Background: an optimization exercise with open tools, aiming at a short achievable clock period and few clock cycles per item. Do not read the settings as production practice.
The RTL was checked by simulation tests, not by an equivalence proof against the original design.
Power and IR drop assume default switching activity.

==> trial 47 <==
==> flow/design.v <==
module mrct_decoder (
    input  wire        clk,
    input  wire        rst,
    input  wire        start,
    input  wire        kind,         
    input  wire [11:0] width,
    input  wire [11:0] height,
    input  wire [23:0] src_len,
    input  wire [23:0] dst_cap,
    output wire        src_re,
    output wire [23:0] src_addr,
    input  wire [7:0]  src_rdata,
    output wire        dst_re,
    output wire [23:0] dst_raddr,
    input  wire [7:0]  dst_rdata,
    output wire        dst_we,
    output wire [23:0] dst_waddr,
    output wire [7:0]  dst_wdata,
    output wire        busy,
    output reg         done,
    output reg         error,
    output reg  [3:0]  err_code,
    output reg  [23:0] src_pos,
    output reg  [23:0] dst_pos,
    output reg  [23:0] err_pos
);
    localparam [3:0] ERR_TRUNCATED   = 4'd1,
                     ERR_SRC_SHORT   = 4'd2,
                     ERR_PIXEL_OOB   = 4'd3,
                     ERR_SHIFT_PARAM = 4'd4,
                     ERR_CONFIG      = 4'd5;
    localparam P_IDLE  = 0,
               P_CFG0  = 1,
               P_MUL   = 2,
               P_TB    = 3,
               P_CHK   = 4,
               P_FETCH = 5,
               P_W1    = 6,
               P_W2    = 7,
               P_C1    = 8,
               P_E1    = 9,
               P_E2    = 10,
               P_E3    = 11,
               P_E4    = 12,
               P_C2    = 13,
               P_RDY   = 14,
               P_END   = 15;
    localparam NPS = 16;
    localparam [1:0] SEL_SRC = 2'd0,    
                     SEL_MEM = 2'd1,    
                     SEL_F1  = 2'd2,    
                     SEL_F2  = 2'd3;    
    function [7:0] tc_code(input [4:0] i);
        case (i)
            5'd0:  tc_code = 8'hF0;  5'd1:  tc_code = 8'hE0;  5'd2:  tc_code = 8'hD0;  5'd3:  tc_code = 8'hC0;
            5'd4:  tc_code = 8'hB0;  5'd5:  tc_code = 8'hA0;  5'd6:  tc_code = 8'h31;  5'd7:  tc_code = 8'h21;
            5'd8:  tc_code = 8'h11;  5'd9:  tc_code = 8'h01;  5'd10: tc_code = 8'hF1;  5'd11: tc_code = 8'hE1;
            5'd12: tc_code = 8'hD1;  5'd13: tc_code = 8'h32;  5'd14: tc_code = 8'h22;  5'd15: tc_code = 8'h12;
            5'd16: tc_code = 8'h02;  5'd17: tc_code = 8'hF2;  5'd18: tc_code = 8'hE2;  5'd19: tc_code = 8'hD2;
            5'd20: tc_code = 8'h33;  5'd21: tc_code = 8'h23;  5'd22: tc_code = 8'h13;  5'd23: tc_code = 8'h03;
            5'd24: tc_code = 8'hF3;  5'd25: tc_code = 8'hE3;  5'd26: tc_code = 8'hD3;  5'd27: tc_code = 8'h24;
            5'd28: tc_code = 8'h14;  5'd29: tc_code = 8'h04;  5'd30: tc_code = 8'hF4;  default: tc_code = 8'hE4;
        endcase
    endfunction
    function [7:0] pal_code(input [3:0] i);
        case (i)
            4'd0:  pal_code = 8'hF0;  4'd1:  pal_code = 8'hE0;  4'd2:  pal_code = 8'hD0;  4'd3:  pal_code = 8'hC0;
            4'd4:  pal_code = 8'h31;  4'd5:  pal_code = 8'h21;  4'd6:  pal_code = 8'h11;  4'd7:  pal_code = 8'h01;
            4'd8:  pal_code = 8'hF1;  4'd9:  pal_code = 8'hE1;  4'd10: pal_code = 8'hD1;  4'd11: pal_code = 8'h22;
            4'd12: pal_code = 8'h12;  4'd13: pal_code = 8'h02;  4'd14: pal_code = 8'hF2;  default: pal_code = 8'hE2;
        endcase
    endfunction
    function [6:0] rowcol(input p, input [4:0] idx);
        reg [7:0] c;
        begin
            c = p ? pal_code(idx[3:0]) : tc_code(idx);
            rowcol = {c[2:0], c[7:4]};
        end
    endfunction
    reg  [NPS-1:0] ps;
    reg            busy_r;
    assign busy = busy_r;
    reg         pal;
    reg  [23:0] jdc;
    reg  [11:0] mul_m;          
    reg  [13:0] tw1;            
    reg  [15:0] tw3;            
    reg  [2:0]  mcnt;
    reg         wz;             
    reg         src_re_r;
    reg  [23:0] src_addr_r;
    reg  [23:0] sleft;          
    reg         sl_nz;          
    reg  [25:0] rem_p;          
    reg         rem_zero;
    reg  [7:0]  cmd_r;
    reg  [7:0]  e0_r, e1_r;
    reg         have_ext;
    reg  [17:0] c_nb;           
    reg         c_lit;
    reg  [16:0] c_dist;         
    reg  [1:0]  d_mode;
    reg         e_oob, e_short, e_shift;
    reg         be_has, be_lit;
    reg  [1:0]  be_mode;
    reg  [17:0] be_cnt;
    reg         i_valid, i_end;       
    reg  [1:0]  i_sel;
    reg         r_valid, r_end;       
    reg  [1:0]  r_sel;
    reg         dst_re_r;
    reg  [23:0] dst_raddr_r;
    reg         dst_we_r;
    reg  [23:0] dst_waddr_r;
    reg  [7:0]  wdata, h2;
    reg         w_end;
    assign src_re    = src_re_r;
    assign src_addr  = src_addr_r;
    assign dst_re    = dst_re_r;
    assign dst_raddr = dst_raddr_r;
    assign dst_we    = dst_we_r;
    assign dst_waddr = dst_waddr_r;
    assign dst_wdata = wdata;
    wire [23:0] npos        = src_addr_r + {23'd0, src_re_r};    
    wire        be_fetch_ok = !(be_has && be_lit);              
    wire        k_lit  = !cmd_r[7];
    wire [2:0]  k_mask = pal ? 3'd7 : 3'd3;
    wire        k_esc  = k_lit ? (cmd_r == 8'h7F) : ((cmd_r[2:0] & k_mask) == k_mask);
    wire [4:0]  k_idx  = pal ? {1'b0, cmd_r[6:3]} : cmd_r[6:2];
    wire [7:0]  k_n    = k_lit ? ({1'b0, cmd_r[6:0]} + 8'd1)
                               : (pal ? ({5'd0, cmd_r[2:0]} + 8'd3) : ({6'd0, cmd_r[1:0]} + 8'd1));
    wire [9:0]  k_nb   = pal ? {2'b00, k_n} : ({2'b00, k_n} + {1'b0, k_n, 1'b0});
    wire [9:0]  k_dk   = k_lit ? (pal ? 10'd128 : 10'd384) : (pal ? 10'd10 : 10'd12);    
    wire [6:0]  k_rc   = rowcol(pal, k_idx);
    wire [2:0]  k_row  = k_rc[6:4];
    wire [16:0] k_col  = {{13{k_rc[3]}}, k_rc[3:0]};
    wire [16:0] k_dcol = pal ? k_col : (k_col + {k_col[15:0], 1'b0});
    reg  [16:0] k_rw;
    always @(*) begin
        case (k_row)
            3'd0:    k_rw = 17'd0;
            3'd1:    k_rw = {3'd0, tw1};
            3'd2:    k_rw = {2'd0, tw1, 1'b0};
            3'd3:    k_rw = {1'b0, tw3};
            default: k_rw = {1'b0, tw1, 2'b00};
        endcase
    end
    wire        c_err      = e_oob || e_short || e_shift;
    wire        take       = ps[P_RDY] && !c_err && !be_has;
    wire        issue_now  = be_has || take;
    wire        issue_lit  = be_has ? be_lit  : c_lit;
    wire [1:0]  issue_mode = be_has ? be_mode : d_mode;
    wire        rd_fetch = ps[P_FETCH] && be_fetch_ok && !rem_zero && sl_nz;
    wire        rd_ext0  = ps[P_C1] && k_esc && !have_ext && sl_nz;
    wire        rd_ext1  = ps[P_E1] && sl_nz;
    wire        src_rd   = rd_fetch || rd_ext0 || rd_ext1 || (issue_now && issue_lit);
    wire        cfg_bad  = wz || (rem_p[25:24] != 2'b00) || ({2'b00, jdc} < rem_p);
    wire        cfg_trunc = pal ? !sl_nz : (sleft < 24'd3);
    always @(posedge clk) begin
        src_addr_r <= ps[P_CFG0] ? 24'd0 : npos;
        tw3        <= {2'b00, tw1} + {1'b0, tw1, 1'b0};
        if (!busy_r) begin
            pal   <= kind;
            jdc   <= dst_cap;
            mul_m <= height;
            tw1   <= {2'b00, width};
            sleft <= src_len;
        end else if (src_rd) begin
            sleft <= sleft - 24'd1;
            sl_nz <= (sleft != 24'd1);
        end
        if (ps[P_W2]) cmd_r <= src_rdata;
        if (ps[P_E2]) e0_r  <= src_rdata;
        if (ps[P_E3]) e1_r  <= src_rdata;
        if (ps[P_CFG0]) begin
            tw1   <= pal ? tw1 : (tw1 + {tw1[12:0], 1'b0});
            wz    <= (tw1 == 14'd0) || (mul_m == 12'd0);
            sl_nz <= (sleft != 24'd0);
            rem_p <= 26'd0;
            mcnt  <= 3'd0;
        end
        if (ps[P_MUL]) begin
            rem_p <= {rem_p[23:0], 2'b00} + (mul_m[11] ? {11'd0, tw1, 1'b0} : 26'd0)
                                          + (mul_m[10] ? {12'd0, tw1} : 26'd0);
            mul_m <= {mul_m[9:0], 2'b00};
            mcnt  <= mcnt + 3'd1;
        end
        if (ps[P_CHK]) begin
            c_lit <= 1'b1;
            c_nb  <= pal ? 18'd1 : 18'd3;
        end
        if (ps[P_FETCH]) have_ext <= 1'b0;
        if (ps[P_E4]) begin
            have_ext <= 1'b1;
            c_nb     <= pal ? {2'b00, e1_r, e0_r} : ({2'b00, e1_r, e0_r} + {1'b0, e1_r, e0_r, 1'b0});
        end
        if (ps[P_C1]) begin
            c_lit  <= k_lit;
            c_nb   <= k_esc ? (c_nb + {8'd0, k_dk}) : {8'd0, k_nb};
            c_dist <= k_rw - k_dcol;
        end
        if (ps[P_C2] || ps[P_CHK]) begin
            d_mode  <= c_lit ? SEL_SRC : (c_dist == 17'd1) ? SEL_F1 : (c_dist == 17'd2) ? SEL_F2 : SEL_MEM;
            e_oob   <= ({8'd0, c_nb} > rem_p);
            e_short <= c_lit && ({6'd0, c_nb} > sleft);
            e_shift <= !c_lit && (c_dist[16] || (c_dist == 17'd0) || (dst_pos < {7'd0, c_dist}));
        end
        if (be_has) begin
            be_cnt <= be_cnt - 18'd1;
        end else if (take) begin
            be_cnt  <= c_nb - 18'd1;
            be_lit  <= c_lit;
            be_mode <= d_mode;
        end
        if (take) begin
            rem_p    <= rem_p - {8'd0, c_nb};
            rem_zero <= ({8'd0, c_nb} == rem_p);
        end
        dst_raddr_r <= be_has ? dst_raddr_r + 24'd1 : dst_pos - {{7{c_dist[16]}}, c_dist};
        i_sel       <= issue_mode;
        r_sel       <= i_sel;
        if (r_valid) begin
            wdata <= (r_sel == SEL_SRC) ? src_rdata :
                     (r_sel == SEL_MEM) ? dst_rdata :
                     (r_sel == SEL_F1)  ? wdata : h2;
            h2    <= wdata;
        end
        dst_waddr_r <= ps[P_CFG0] ? 24'd0 : dst_waddr_r + {23'd0, dst_we_r};
        if (rst) begin
            ps       <= {{(NPS-1){1'b0}}, 1'b1};
            busy_r   <= 1'b0;
            done     <= 1'b0;
            error    <= 1'b0;
            err_code <= 4'd0;
            src_pos  <= 24'd0;
            dst_pos  <= 24'd0;
            err_pos  <= 24'd0;
            be_has   <= 1'b0;
            i_valid  <= 1'b0;
            i_end    <= 1'b0;
            r_valid  <= 1'b0;
            r_end    <= 1'b0;
            src_re_r <= 1'b0;
            dst_re_r <= 1'b0;
            dst_we_r <= 1'b0;
            w_end    <= 1'b0;
        end else begin
            ps <= {NPS{1'b0}};
            case (1'b1)
                ps[P_IDLE]: begin
                    if (start && !busy_r) ps[P_CFG0] <= 1'b1;
                    else                  ps[P_IDLE] <= 1'b1;
                end
                ps[P_CFG0]: begin
                    dst_pos   <= 24'd0;
                    ps[P_MUL] <= 1'b1;
                end
                ps[P_MUL]:  if (mcnt == 3'd5) ps[P_CHK] <= 1'b1;
                            else              ps[P_MUL] <= 1'b1;
                ps[P_CHK]: begin
                    src_pos <= 24'd0;
                    err_pos <= 24'd0;
                    if (cfg_bad) begin
                        err_code   <= ERR_CONFIG;
                        ps[P_END]  <= 1'b1;
                    end else if (cfg_trunc) begin
                        err_code   <= ERR_TRUNCATED;
                        ps[P_END]  <= 1'b1;
                    end else begin
                        ps[P_C2]   <= 1'b1;
                    end
                end
                ps[P_FETCH]: begin
                    if (be_fetch_ok) begin
                        src_pos <= npos;
                        err_pos <= rem_zero ? 24'd0 : npos;
                    end
                    if (!be_fetch_ok)      ps[P_FETCH] <= 1'b1;
                    else if (rem_zero)     ps[P_END]   <= 1'b1;
                    else if (!sl_nz) begin
                        err_code  <= ERR_TRUNCATED;
                        ps[P_END] <= 1'b1;
                    end else               ps[P_W1]    <= 1'b1;
                end
                ps[P_W1]: ps[P_W2] <= 1'b1;
                ps[P_W2]: ps[P_C1] <= 1'b1;
                ps[P_C1]: begin
                    if (k_esc && !have_ext) begin
                        if (sl_nz) ps[P_E1]  <= 1'b1;
                        else begin
                            err_code  <= ERR_TRUNCATED;
                            ps[P_END] <= 1'b1;
                        end
                    end else begin
                        ps[P_C2] <= 1'b1;
                    end
                end
                ps[P_E1]: if (sl_nz) ps[P_E2] <= 1'b1;
                          else begin
                              err_code  <= ERR_TRUNCATED;
                              ps[P_END] <= 1'b1;
                          end
                ps[P_E2]: ps[P_E3] <= 1'b1;
                ps[P_E3]: ps[P_E4] <= 1'b1;
                ps[P_E4]: ps[P_C1] <= 1'b1;
                ps[P_C2]: ps[P_RDY] <= 1'b1;
                ps[P_RDY]: begin
                    if (c_err) begin
                        err_code  <= e_oob ? ERR_PIXEL_OOB : e_short ? ERR_SRC_SHORT : ERR_SHIFT_PARAM;
                        ps[P_END] <= 1'b1;
                    end else if (!be_has) begin
                        dst_pos      <= dst_pos + {6'd0, c_nb};
                        ps[P_FETCH]  <= 1'b1;
                    end else begin
                        ps[P_RDY]    <= 1'b1;
                    end
                end
                ps[P_END]: begin
                    if (!be_has) ps[P_IDLE] <= 1'b1;
                    else         ps[P_END]  <= 1'b1;
                end
                default: ps[P_IDLE] <= 1'b1;
            endcase
            if (be_has)    be_has <= (be_cnt != 18'd1);
            else if (take) be_has <= (c_nb != 18'd1);
            i_valid  <= issue_now;
            i_end    <= ps[P_END] && !be_has;
            src_re_r <= src_rd;
            dst_re_r <= issue_now && !issue_lit && (issue_mode == SEL_MEM);
            r_valid  <= i_valid;
            r_end    <= i_end;
            dst_we_r <= r_valid;
            w_end    <= r_end;
            if (ps[P_IDLE] && start && !busy_r) begin
                busy_r   <= 1'b1;
                done     <= 1'b0;
                error    <= 1'b0;
                err_code <= 4'd0;
            end
            if (w_end) begin
                busy_r <= 1'b0;
                done   <= (err_code == 4'd0);
                error  <= (err_code != 4'd0);
            end
        end
    end
endmodule
==> flow/run.sh <==
#!/bin/bash
# synth_recipe.tcl (not shown) runs the flow's synth.tcl, then flattens the netlist and writes it again
# the make line also repeats each setting of config.mk as NAME=value (left out here)
make -C /OpenROAD-flow-scripts/flow DESIGN_CONFIG=/design/flow/config.mk WORK_HOME=/design/flow/orfs CLKGATE_MAP_FILE= SYNTH_SCRIPT=/design/flow/synth_recipe.tcl finish
==> flow/config.mk <==
export PLATFORM = sky130hd
export DESIGN_NAME = mrct_decoder
export DESIGN_NICKNAME = mrct_decoder
export VERILOG_FILES = /design/flow/design.v
export SDC_FILE = /design/flow/constraint.sdc
export NUM_CORES = 4
export LEC_CHECK = 0
export CAP_MARGIN = 20
export CORE_MARGIN = 2
export CORE_UTILIZATION = 40
export SLEW_MARGIN = 20
==> flow/constraint.sdc <==
create_clock -name core_clock -period 11.0 [get_ports {clk}]
set_input_delay 2.2000 -clock core_clock [delete_from_list [all_inputs] [get_ports {clk}]]
set_output_delay 2.2000 -clock core_clock [all_outputs]
set_load 0.01 [all_outputs]
==> trial 59 (differences from trial 47) <==
==> flow/flow/run.sh (new file) <==
#!/bin/bash
set -euo pipefail
MARGIN=${MARGIN:-8.0}
bash standard.sh synth > synth.log 2>&1
bash standard.sh SETUP_SLACK_MARGIN=$MARGIN finish > layout.log 2>&1
==> flow/standard.sh (new file) <==
#!/bin/bash
# synth_recipe.tcl (not shown) runs the flow's synth.tcl, then flattens the netlist and writes it again
# the make line also repeats each setting of config.mk as NAME=value (left out here)
make -C /OpenROAD-flow-scripts/flow DESIGN_CONFIG=/design/flow/config.mk WORK_HOME=/design/flow/orfs CLKGATE_MAP_FILE= SYNTH_SCRIPT=/design/flow/synth_recipe.tcl "${@:-finish}"
removed: flow/run.sh
==> notes <==
Clock skew: trial 47 is higher than trial 59 (8.0 ps).
Cell count: trial 59 is larger than trial 47 (6.7%).
In sequential power, trial 47 and trial 59 hardly differ.
Register-to-register slack: trial 59 is better than trial 47 (1800 ps).
Trial 47 finished with timing, DRC and antenna clean. Trial 59 ran to the end with no violations.
Between trial 59 and trial 47, the lower first-iteration DRC count is in trial 47 (gap 1.4%, measured against trial 47).
Global-route usage: trial 47 is lower than trial 59 (1.2 points).
In trial 59 the combinational power is higher than in trial 47, by 38%.
Testbench counts of trial 47, summed over its fixed seeds: cycles 385,070, bytes 374,011.
Testbench counts of trial 59, summed over its fixed seeds: cycles 385,070, bytes 374,011.

## re-timing with driven ports
How much do the figures lean on ideal ports? The routed layouts below were timed once more, with nothing changed but the port constraints. Step 1, drivers: a clkbuf_16 drives clk and a buf_2 each remaining input, both assumed. Step 2 times the ports against the registers' clock, not the clock port: input delays grow and output delays shrink by t, the midpoint of the rising clock arrivals with the driver on. a / b / c = ideal ports / drivers / drivers and shift; a / b = the first two.
run	t (ns)	slack for setup (ns)	worst setup path at the end
trial 47	0.663	4.841 / 4.841 / 4.841	register to register
trial 59	0.661	6.612 / 6.612 / 6.612	register to register
After both steps setup and hold are still met in every run listed.
